Source: an optimization exercise on an open RTL-to-GDS flow (aim: small area). Production flows keep margins and buffers that such runs may drop. Where RTL was checked, it was by simulation tests only, not by an equivalence proof against the original. Power is estimated from default activity; no workload was simulated.

## build 23
## gfig_rx
module gfig_rx (
    input  wire         clk,
    input  wire         rst,         
    input  wire         in_valid,
    input  wire [7:0]   in_data,
    input  wire         in_last,
    output wire         in_ready,
    output reg          rep_valid,
    output wire [2:0]   rep_code,
    output wire [279:0] rep_data
);
    localparam integer N = 35;               
    localparam [7:0] M0 = 8'hB2;
    localparam [7:0] M1 = 8'hA1;
    localparam [15:0] CRC_MAGIC = 16'hC0AB;  
    localparam [3:0] S_IDLE  = 4'd0;         
    localparam [3:0] S_LOOP  = 4'd1;         
    localparam [3:0] S_SCAN  = 4'd2;         
    localparam [3:0] S_MG    = 4'd3;         
    localparam [3:0] S_HDRV  = 4'd4;
    localparam [3:0] S_HDRT  = 4'd5;
    localparam [3:0] S_USTL  = 4'd6;         
    localparam [3:0] S_ABS   = 4'd7;         
    localparam [3:0] S_FDONE = 4'd8;         
    localparam [3:0] S_RWAIT = 4'd9;
    localparam [3:0] S_CLEAR = 4'd10;
    localparam [3:0] S_CHK   = 4'd11;
    localparam [3:0] S_RCNT  = 4'd12;
    reg [8*N-1:0] rr;        
    reg [8*N-1:0] pr;        
    reg [5:0] ph;
    wire [5:0] ph_n = {ph[4:3], ~(ph[5] ^ ph[4]), ph[1:0], ~(ph[2] | ph[1])};
    reg [3:0]  st;
    reg [5:0]  hd;           
    reg [5:0]  tl;           
    reg [5:0]  ln;           
    reg [5:0]  k;            
    reg [3:0]  inv;
    reg [15:0] crc;
    reg        ok;           
    reg        ce;           
    reg        nz;           
    reg        mg;           
    reg        ux;           
    reg        pb;           
    reg [1:0]  tp;           
    function [15:0] crc_byte;
        input [15:0] c;
        input [7:0]  b;
        integer j;
        reg [15:0] r;
        begin
            r = c ^ {b, 8'h00};
            for (j = 0; j < 8; j = j + 1)
                r = r[15] ? ((r << 1) ^ 16'h1021) : (r << 1);
            crc_byte = r;
        end
    endfunction
    wire       empty = (ln == 6'd0);
    wire acc = (st == S_IDLE) ||
               !ce ||
               (st == S_ABS && empty);
    assign in_ready = acc && (ph == tl) && (ln != N);
    wire take = in_valid && in_ready;
  ...
Size: roughly 1,200 cells after synthesis, ~620 flip-flops, ~16,000 um^2 of cells after synthesis.
clock: 14.0 ns
lec_check: 0
abc_area: 1
cap_margin: 20
core_margin: 2
core_utilization: 70
slew_margin: 20
standard.sh (not shown) runs the stock make flow with config.mk's settings and CLKGATE_MAP_FILE= SYNTH_SCRIPT=/design/flow/synth_recipe.tcl, a recipe that flattens the netlist after the stock synthesis.
==> flow/flow/run.sh <==
#!/bin/bash
# Standard ORFS layout with single-drive port buffers and a leaner clock tree.
set -euo pipefail
export BUFFER_PORTS_ARGS="-buffer_cell sky130_fd_sc_hd__buf_1"
export CTS_ARGS="-sink_clustering_enable -repair_clock_nets -dont_use_dummy_load -buf_list {sky130_fd_sc_hd__clkbuf_8} -sink_clustering_size 20 -sink_clustering_max_diameter 50"
bash standard.sh > run_standard.log 2>&1
For build 55, these inputs were changed with respect to build 23:
==> flow/flow/run.sh <==
#!/bin/bash
# Standard ORFS layout with single-drive port buffers and a leaner clock tree.
set -euo pipefail
export BUFFER_PORTS_ARGS="-buffer_cell sky130_fd_sc_hd__buf_1"
export CTS_ARGS="-sink_clustering_enable -repair_clock_nets -dont_use_dummy_load -buf_list {sky130_fd_sc_hd__clkbuf_4} -sink_clustering_size 11 -sink_clustering_max_diameter 40"
bash standard.sh > run_standard.log 2>&1
Notes after the runs:
- Each of the runs, namely build 55 and build 23, reached the end of the flow and came out clean.
- From build 23 to build 55 the numbers moved as follows: utilization -0.20 points; worst endpoint data arrival time +40 ps; layout overhead on the synthesized area -0.28 points.
- Number of nets in the layout, build 55 and build 23: smaller value in build 23
- Going from build 23 to build 55, power down 23 uW, average detailed-routed wire length per instance up 1.8%, relative contribution of sequential cells to total power up 0.5 points, highest fanout seen on the critical path flat.
Changes in build 72 relative to build 55:
==> flow/flow/run.sh <==
#!/bin/bash
# Standard ORFS layout with single-drive port buffers and a leaner clock tree.
set -euo pipefail
export BUFFER_PORTS_ARGS="-buffer_cell sky130_fd_sc_hd__buf_1"
export CTS_ARGS="-sink_clustering_enable -repair_clock_nets -dont_use_dummy_load -buf_list {sky130_fd_sc_hd__clkbuf_4} -sink_clustering_size 10 -sink_clustering_max_diameter 40"
bash standard.sh > run_standard.log 2>&1
Results
Every stage of the flow completed for build 72, and the final layout passed the timing, DRC and antenna checks. Between build 72 and build 55, the difference in static leakage is negligible. Delta (build 72 minus build 55): relative contribution of sequential cells to total power decreased by 0.4 points relative to the old numbers, final net count has remained practically unchanged, routed wire length per instance saw a decrease. In terms of later-pin clock latency in the skew report, build 72 and build 55 differ only marginally. From build 72 to build 55, depth of the worst hold-timing path did not move at all. Cmp build 72 and build 55 / number of DRC violations after detailed-routing iteration 0 / lower: build 72. Diff build 55 -> build 72: aggregate routed wire length fell about 1.9%, global-route usage fell 0.61 points.


Setup of rev 12:
Another version of the RTL of gfig_rx (not shown whole).
Size in the first run: about 1300 cells after synthesis, about 630 flip-flops, ~300 I/O pins, about 17000 um^2 of cells after synthesis.
// gfig_rx
module gfig_rx (
    input  wire         clk,
    input  wire         rst,         
    input  wire         in_valid,
    input  wire [7:0]   in_data,
    input  wire         in_last,
    output wire         in_ready,
    output reg          rep_valid,
    output reg  [2:0]   rep_code,
    output wire [279:0] rep_data
);
clock: 14.0 ns
lec_check: 0
abc_area: 1
cap_margin: 20
core_margin: 2
core_utilization: 70
slew_margin: 20
==> flow/flow/run.sh <==
#!/bin/bash
# Standard ORFS layout with single-drive port buffers and a leaner clock tree.
set -euo pipefail
export BUFFER_PORTS_ARGS="-buffer_cell sky130_fd_sc_hd__buf_1"
export CTS_ARGS="-sink_clustering_enable -repair_clock_nets -dont_use_dummy_load -buf_list {sky130_fd_sc_hd__clkbuf_2} -sink_clustering_size 6 -sink_clustering_max_diameter 25"
bash standard.sh > run_standard.log 2>&1
diff inputs: rev 12 => rev 13
# rev 12
export LEC_CHECK = 0
export ABC_AREA = 1
export CAP_MARGIN = 20
export CORE_MARGIN = 2
export CORE_UTILIZATION = 70
export SLEW_MARGIN = 20
create_clock -name core_clock -period 14.0 [get_ports {clk}]
# rev 13
export LEC_CHECK = 0
export ABC_AREA = 1
export CAP_MARGIN = 20
export CORE_MARGIN = 2
export CORE_UTILIZATION = 60
export SLEW_MARGIN = 20
create_clock -name core_clock -period 14.0 [get_ports {clk}]
--- a/flow/flow/run.sh
+++ b/flow/flow/run.sh
@@ -5 +5 @@
-export CTS_ARGS="-sink_clustering_enable -repair_clock_nets -dont_use_dummy_load -buf_list {sky130_fd_sc_hd__clkbuf_2} -sink_clustering_size 6 -sink_clustering_max_diameter 25"
+export CTS_ARGS="-sink_clustering_enable -repair_clock_nets -dont_use_dummy_load -buf_list {sky130_fd_sc_hd__clkbuf_4} -sink_clustering_size 13 -sink_clustering_max_diameter 35"
Notes after the runs:
- In rev 13, the worst hold margin came out 0.049 ns above the value in rev 12.
- Rev 13 gives less iteration-0 DRC count of the detailed router than rev 12 did.
- In the reports for rev 13 and rev 12, the smaller final critical-path required period belongs to rev 13.
- The final reports for rev 13 and rev 12 show sequential share of layout area higher in the former.
No run of this note included a check of the RTL's function; only the layout flow was run.

afterwards: timing with drivers on the ports:
The results above use ideal ports. As a check the final layouts listed here were re-extracted and re-timed, cells and wires unchanged. Step 1: set_driving_cell puts a clkbuf_16 on clk and a buf_2 on each other input, an assumption about the parent block. Step 2 adds t to the input delays and takes it off the output delays; t is the mean of the earliest and latest rising clock arrival at the registers after step 1. Input paths then give back, and output paths get back, about the clock's delay inside the block. Slacks: no drivers / after step 1 / after step 2; pairs: no drivers / after step 1.
| run | t (ns) | slack for setup (ns) | worst register clock-pin slew, ns | worst data-port slew with drivers (ns) | cell pins on the clock port's net |
|---|---|---|---|---|---|
| build 23 | 0.570 | 9.103 / 9.061 / 9.336 | 0.11 / 0.11 | 0.06 | 1 |
| build 55 | 0.687 | 9.060 / 9.017 / 9.357 | 0.12 / 0.12 | 0.06 | 1 |
| build 72 | 0.698 | 8.987 / 8.944 / 9.369 | 0.11 / 0.11 | 0.06 | 1 |
| rev 12 | 0.885 | 7.792 / 7.763 / 8.649 | 0.12 / 0.12 | 0.05 | 1 |
| rev 13 | 0.674 | 7.943 / 7.911 / 8.585 | 0.12 / 0.12 | 0.03 | 1 |
After both steps every run listed still meets setup and hold.
